What follows belongs to an exercise in optimizing a design on an open flow for small area; a production flow would make more cautious choices. In this exercise RTL edits were held to simulation tests only and were not proved equivalent to the original. Power and IR drop assume default switching activity.

## run E
==> flow/design.v <==
module idxfp (
    input             clk,
    input             rst,             
    input             reset_capable,   
    input             poll,
    input      [31:0] now,
    output            busy,
    input             rx_avail,
    input       [7:0] rx_data,
    output            rx_pop,
    output            rdr_rst_n,
    output            ev_read,
    output            ev_remove,
    output     [39:0] ev_tag,
    input             cfg_req,
    input             cfg_we,
    input       [1:0] cfg_addr,
    input      [31:0] cfg_wdata,
    output     [31:0] cfg_rdata
);
    localparam [31:0] WAIT_RESET = 32'd1000;
    localparam E_CHK = 0;
    localparam E_FRM = 1;
    localparam E_HEX = 2;
    localparam E_OVF = 3;
    reg         busy_q;      
    reg  [5:0]  cnt;         
    reg         seen;        
    reg  [31:0] now_q;       
    reg         cy;          
    reg  [7:0]  fb [0:5];
    reg  [3:0]  hold;
    reg  [3:0]  ncnt;
    reg         fd_err;
    reg         in_frame;
    reg         await;       
    reg  [32:0] deadline;
    reg  [39:0] last_tag;    
    reg  [31:0] wait_r;      
    reg         wdflt;       
    reg  [1:0]  ev_en;
    reg  [3:0]  errstat;
    reg  [1:0]  raddr;       
    wire       is_stx  = (rx_data == 8'h02);
    wire       is_etx  = (rx_data == 8'h03);
    wire       is_pad  = (rx_data == 8'h0D) || (rx_data == 8'h0A);
    wire       is_hexd = (rx_data[7:4] == 4'h3) && (rx_data[3:0] <= 4'h9);
    wire       is_hexl = (rx_data[7:4] == 4'h4) && (rx_data[3:0] != 4'h0) &&
                         (rx_data[3:0] <= 4'h6);
    wire       is_hex  = is_hexd || is_hexl;
    wire       is_inv  = !(is_stx || is_etx || is_pad || is_hex);
    wire [3:0] nib     = is_hexd ? rx_data[3:0] : (rx_data[3:0] + 4'd9);
    wire [7:0] fb_xor  = fb[0] ^ fb[1] ^ fb[2] ^ fb[3] ^ fb[4];
    wire       chk_ok  = (fb_xor == fb[5]);
    wire       drain   = busy_q && (cnt[5:4] == 2'b00);
    wire       last    = cnt[5] && cnt[4];             
    wire       psm     = busy_q && last && cnt[0];     
    wire       serial  = busy_q && (cnt[5] || cnt[4]) && !psm;
    wire       pop     = drain && rx_avail;
    wire       upd     = seen && reset_capable;        
    wire       a_bit   = (now_q[0] ^ cnt[0]) && !last;
    wire [4:0] k       = {cnt[5], cnt[3:0]};          
    wire       w_bit   = wdflt ? WAIT_RESET[k] : wait_r[k];
    wire       b_bit   = upd ? (w_bit && !last) : !deadline[0];
    wire       c_in    = (cnt == 6'd16) ? !upd : cy;
    wire       s_bit   = a_bit ^ b_bit ^ c_in;
    wire       c_out   = (a_bit & b_bit) | (a_bit & c_in) | (b_bit & c_in);
    wire       ge      = cy;                           
    assign busy      = busy_q;
    assign rx_pop    = pop;
    assign ev_tag    = last_tag;
    assign ev_read   = psm && seen && ev_en[0] && !(reset_capable && await);
    assign ev_remove = psm && !seen && await && ge && ev_en[1];
    assign rdr_rst_n = !(psm && upd);
    assign cfg_rdata = (raddr == 2'd0) ? (wdflt ? WAIT_RESET : wait_r) :
                       (raddr == 2'd1) ? {30'd0, ev_en} :
                       (raddr == 2'd2) ? {28'd0, errstat} : 32'd0;
    wire       fb_wr   = pop && is_hex && !fd_err && (ncnt != 4'd12) && ncnt[0];
    wire [7:0] fb_d    = rst ? 8'd0 : {hold, nib};
    integer i;
    always @(posedge clk)
        for (i = 0; i < 6; i = i + 1)
            if (rst || (fb_wr && ncnt[3:1] == i))
                fb[i] <= fb_d;
    always @(posedge clk) begin
        raddr <= cfg_addr;
        now_q <= poll ? {now[15:0], now[31:16]} : ~{now_q[0], now_q[31:1]};
        cnt   <= busy_q ? cnt + 6'd1 : 6'd0;
        cy    <= c_out;
        if (serial)
            deadline <= {upd ? s_bit : deadline[0], deadline[32:1]};
        if (rst) begin
            busy_q      <= 1'b0;
            fd_err      <= 1'b1;
            in_frame    <= 1'b0;
            await       <= 1'b0;
            wdflt       <= 1'b1;
            ev_en       <= 2'd0;
            errstat     <= 4'd0;
        end else if (!busy_q) begin
            if (poll) begin
                seen   <= 1'b0;
                busy_q <= 1'b1;
            end else if (cfg_req && cfg_we) begin
                case (cfg_addr)
                2'd0: begin
                    wait_r <= cfg_wdata;
                    wdflt  <= 1'b0;
                end
                2'd1: ev_en   <= cfg_wdata[1:0];
                2'd2: errstat <= errstat & ~cfg_wdata[3:0];
                default: ;
                endcase
            end
        end else if (pop) begin
            if (is_stx) begin
                if (in_frame)
                    errstat[E_FRM] <= 1'b1;
                ncnt     <= 4'd0;
                fd_err   <= 1'b0;
                in_frame <= 1'b1;
            end else if (is_etx) begin
                if (!fd_err) begin
                    if (chk_ok) begin
                        seen     <= 1'b1;
                        last_tag <= {fb[0], fb[1], fb[2], fb[3], fb[4]};
                    end else if (in_frame) begin
                        errstat[E_CHK] <= 1'b1;
                    end
                end
                in_frame <= 1'b0;
            end else if (is_hex) begin
                if (!fd_err) begin
                    if (ncnt == 4'd12) begin
                        fd_err <= 1'b1;
                        if (in_frame)
                            errstat[E_OVF] <= 1'b1;
                    end else if (!ncnt[0]) begin
                        hold <= nib;
                        ncnt <= ncnt + 4'd1;
                    end else begin
                        ncnt <= ncnt + 4'd1;
                    end
                end
            end else if (is_inv) begin
                if (!fd_err) begin
                    fd_err <= 1'b1;
                    if (in_frame)
                        errstat[E_HEX] <= 1'b1;
                end
            end
        end else if (psm) begin
            busy_q <= 1'b0;
            await  <= seen ? reset_capable : (await && !ge);
        end
    end
endmodule
==> flow/config.mk <==
export PLATFORM = sky130hd
export DESIGN_NAME = idxfp
export DESIGN_NICKNAME = idxfp
export VERILOG_FILES = /design/flow/design.v
export SDC_FILE = /design/flow/constraint.sdc
export NUM_CORES = 4
export LEC_CHECK = 0
export CAP_MARGIN = 20
export CORE_MARGIN = 2
export CORE_UTILIZATION = 40
export SLEW_MARGIN = 20
==> flow/constraint.sdc <==
create_clock -name core_clock -period 8.0 [get_ports {clk}]
set_input_delay 1.6000 -clock core_clock [delete_from_list [all_inputs] [get_ports {clk}]]
set_output_delay 1.6000 -clock core_clock [all_outputs]
set_load 0.01 [all_outputs]
standard.sh (not shown) runs the stock make flow with config.mk's settings and CLKGATE_MAP_FILE= SYNTH_SCRIPT=/design/flow/synth_recipe.tcl, a recipe that flattens the netlist after the stock synthesis.
==> flow/flow/run.sh <==
#!/bin/bash
set -e
export BUFFER_PORTS_ARGS="-buffer_cell sky130_fd_sc_hd__buf_1"
export CTS_ARGS="-sink_clustering_enable -repair_clock_nets -dont_use_dummy_load -buf_list sky130_fd_sc_hd__clkbuf_8 -sink_clustering_size 16 -sink_clustering_max_diameter 60"
bash standard.sh > standard.log 2>&1
Run E went all the way through synthesis, placement and routing and the layout is clean on timing, DRC and antenna.
Relative to run E, the following input files were edited for run B:
==> flow/design.v <==
module idxfp (
    input             clk,
    input             rst,             
    input             reset_capable,   
    input             poll,
    input      [31:0] now,
    output            busy,
    input             rx_avail,
    input       [7:0] rx_data,
    output            rx_pop,
    output            rdr_rst_n,
    output            ev_read,
    output            ev_remove,
    output     [39:0] ev_tag,
    input             cfg_req,
    input             cfg_we,
    input       [1:0] cfg_addr,
    input      [31:0] cfg_wdata,
    output     [31:0] cfg_rdata
);
    localparam [31:0] WAIT_RESET = 32'd1000;
    localparam E_CHK = 0;
    localparam E_FRM = 1;
    localparam E_HEX = 2;
    localparam E_OVF = 3;
    reg         busy_q;      
    reg  [5:0]  cnt;         
    reg         seen;        
    reg  [31:0] now_q;       
    reg         cy;          
    reg  [7:0]  fb [0:5];
    reg  [3:0]  hold;
    reg  [3:0]  ncnt;
    reg         fd_err;
    reg         in_frame;
    reg         await;       
    reg  [32:0] deadline;
    reg  [39:0] last_tag;    
    reg  [31:0] wait_n;      
    reg  [1:0]  ev_en;
    reg  [3:0]  errstat;
    reg  [1:0]  raddr;       
    wire       is_stx  = (rx_data == 8'h02);
    wire       is_etx  = (rx_data == 8'h03);
    wire       is_pad  = (rx_data == 8'h0D) || (rx_data == 8'h0A);
    wire       is_hexd = (rx_data[7:4] == 4'h3) && (rx_data[3:0] <= 4'h9);
    wire       is_hexl = (rx_data[7:4] == 4'h4) && (rx_data[3:0] != 4'h0) &&
                         (rx_data[3:0] <= 4'h6);
    wire       is_hex  = is_hexd || is_hexl;
    wire       is_inv  = !(is_stx || is_etx || is_pad || is_hex);
    wire [3:0] nib     = is_hexd ? rx_data[3:0] : (rx_data[3:0] + 4'd9);
    wire [7:0] fb_xor  = fb[0] ^ fb[1] ^ fb[2] ^ fb[3] ^ fb[4];
    wire       chk_ok  = (fb_xor == fb[5]);
    wire       drain   = busy_q && (cnt[5:4] == 2'b00);
    wire       last    = cnt[5] && cnt[4];             
    wire       psm     = last && cnt[0];               
    wire       serial  = busy_q && (cnt[5] || cnt[4]) && !psm;
    wire       pop     = drain && rx_avail;
    wire       upd     = seen && reset_capable;        
    wire       a_bit   = (now_q[0] ^ cnt[0]) && !last;
    wire       b_bit   = upd ? (!wait_n[0] && !last) : !deadline[0];
    wire       c_in    = (cnt == 6'd16) ? !upd : cy;
    wire       s_bit   = a_bit ^ b_bit ^ c_in;
    wire       c_out   = (a_bit & b_bit) | (a_bit & c_in) | (b_bit & c_in);
    wire       ge      = cy;                           
    assign busy      = busy_q;
    assign rx_pop    = pop;
    assign ev_tag    = last_tag;
    assign ev_read   = psm && seen && ev_en[0] && !(reset_capable && await);
    assign ev_remove = psm && !seen && await && ge && ev_en[1];
    assign rdr_rst_n = !(psm && upd);
    assign cfg_rdata = (raddr == 2'd0) ? ~wait_n :
                       (raddr == 2'd1) ? {30'd0, ev_en} :
                       (raddr == 2'd2) ? {28'd0, errstat} : 32'd0;
    wire       fb_wr   = pop && is_hex && !fd_err && (ncnt != 4'd12) && ncnt[0];
    wire [7:0] fb_d    = rst ? 8'd0 : {hold, nib};
    integer i;
    always @(posedge clk)
        for (i = 0; i < 6; i = i + 1)
            if (rst || (fb_wr && ncnt[3:1] == i))
                fb[i] <= fb_d;
    always @(posedge clk) begin
        raddr <= cfg_addr;
        now_q <= poll ? {now[15:0], now[31:16]} : ~{now_q[0], now_q[31:1]};
        cnt   <= busy_q ? cnt + 6'd1 : 6'd0;
        if (serial) begin
            cy       <= c_out;
            deadline <= {upd ? s_bit : deadline[0], deadline[32:1]};
            if (!last)
                wait_n <= {wait_n[0], wait_n[31:1]};
        end
        if (rst) begin
            busy_q      <= 1'b0;
            fd_err      <= 1'b1;
            in_frame    <= 1'b0;
            await       <= 1'b0;
            wait_n      <= ~WAIT_RESET;
            ev_en       <= 2'd0;
            errstat     <= 4'd0;
        end else if (!busy_q) begin
            if (poll) begin
                seen   <= 1'b0;
                busy_q <= 1'b1;
            end else if (cfg_req && cfg_we) begin
                case (cfg_addr)
                2'd0: wait_n  <= ~cfg_wdata;
                2'd1: ev_en   <= cfg_wdata[1:0];
                2'd2: errstat <= errstat & ~cfg_wdata[3:0];
                default: ;
                endcase
            end
        end else if (pop) begin
            if (is_stx) begin
                if (in_frame)
                    errstat[E_FRM] <= 1'b1;
                ncnt     <= 4'd0;
                fd_err   <= 1'b0;
                in_frame <= 1'b1;
            end else if (is_etx) begin
                if (!fd_err) begin
                    if (chk_ok) begin
                        seen     <= 1'b1;
                        last_tag <= {fb[0], fb[1], fb[2], fb[3], fb[4]};
                    end else if (in_frame) begin
                        errstat[E_CHK] <= 1'b1;
                    end
                end
                in_frame <= 1'b0;
            end else if (is_hex) begin
                if (!fd_err) begin
                    if (ncnt == 4'd12) begin
                        fd_err <= 1'b1;
                        if (in_frame)
                            errstat[E_OVF] <= 1'b1;
                    end else if (!ncnt[0]) begin
                        hold <= nib;
                        ncnt <= ncnt + 4'd1;
                    end else begin
                        ncnt <= ncnt + 4'd1;
                    end
                end
            end else if (is_inv) begin
                if (!fd_err) begin
                    fd_err <= 1'b1;
                    if (in_frame)
                        errstat[E_HEX] <= 1'b1;
                end
            end
        end else if (psm) begin
            busy_q <= 1'b0;
            await  <= seen ? reset_capable : (await && !ge);
        end
    end
endmodule
--- outcome ---
Diff run E -> run B: largest driver fanout on the critical path picked up an extra 4, fraction of met3 tracks used by global routing was more or less identical.
When run B is set beside run E, its number of logic inverters in the finished layout turns out to be 2 smaller.
Between run B and run E, the chip height does not differ in any meaningful way.
Compared with run E, run B shows a higher period utilization.
Relative to run E, the relative area change from synthesis to final layout of run B is higher by 0.54 points.
Combinational cell fraction of total power: run B vs run E down 0.5 points
For run E, the most common cell after layout, fill and taps aside was sky130_fd_sc_hd__edfxtp_1, unlike run B, where it was sky130_fd_sc_hd__buf_1.
Termination of the worst setup path: rx_pop -> run B, rdr_rst_n -> run E

[static timing again, ports no longer ideal]
How much do the figures lean on ideal ports? The routed layouts below were timed once more, with nothing changed but the port constraints. Step 1, drivers: a clkbuf_16 drives clk and a buf_2 each remaining input, both assumed. Step 2 adds t to the input delays and takes it off the output delays; t is the mean of the earliest and latest rising clock arrival at the registers after step 1. Input paths then give back, and output paths get back, about the clock's delay inside the block. a / b / c = no drivers / after step 1 / after step 2; a / b = the first two.
run	shift t [ns]	setup WS [ns]	slew at the worst register clock pin (ns)	worst data-port slew with drivers (ns)	cell pins on the clock port's net
run E	0.524	4.068 / 4.032 / 3.707	0.10 / 0.10	0.10	1
run B	0.532	4.012 / 3.989 / 3.604	0.09 / 0.09	0.05	1
After both steps setup and hold are still met in every run listed. For run B, which loses most, drivers alone change the setup slack by -0.023 ns; drivers and shift together by -0.408 ns.
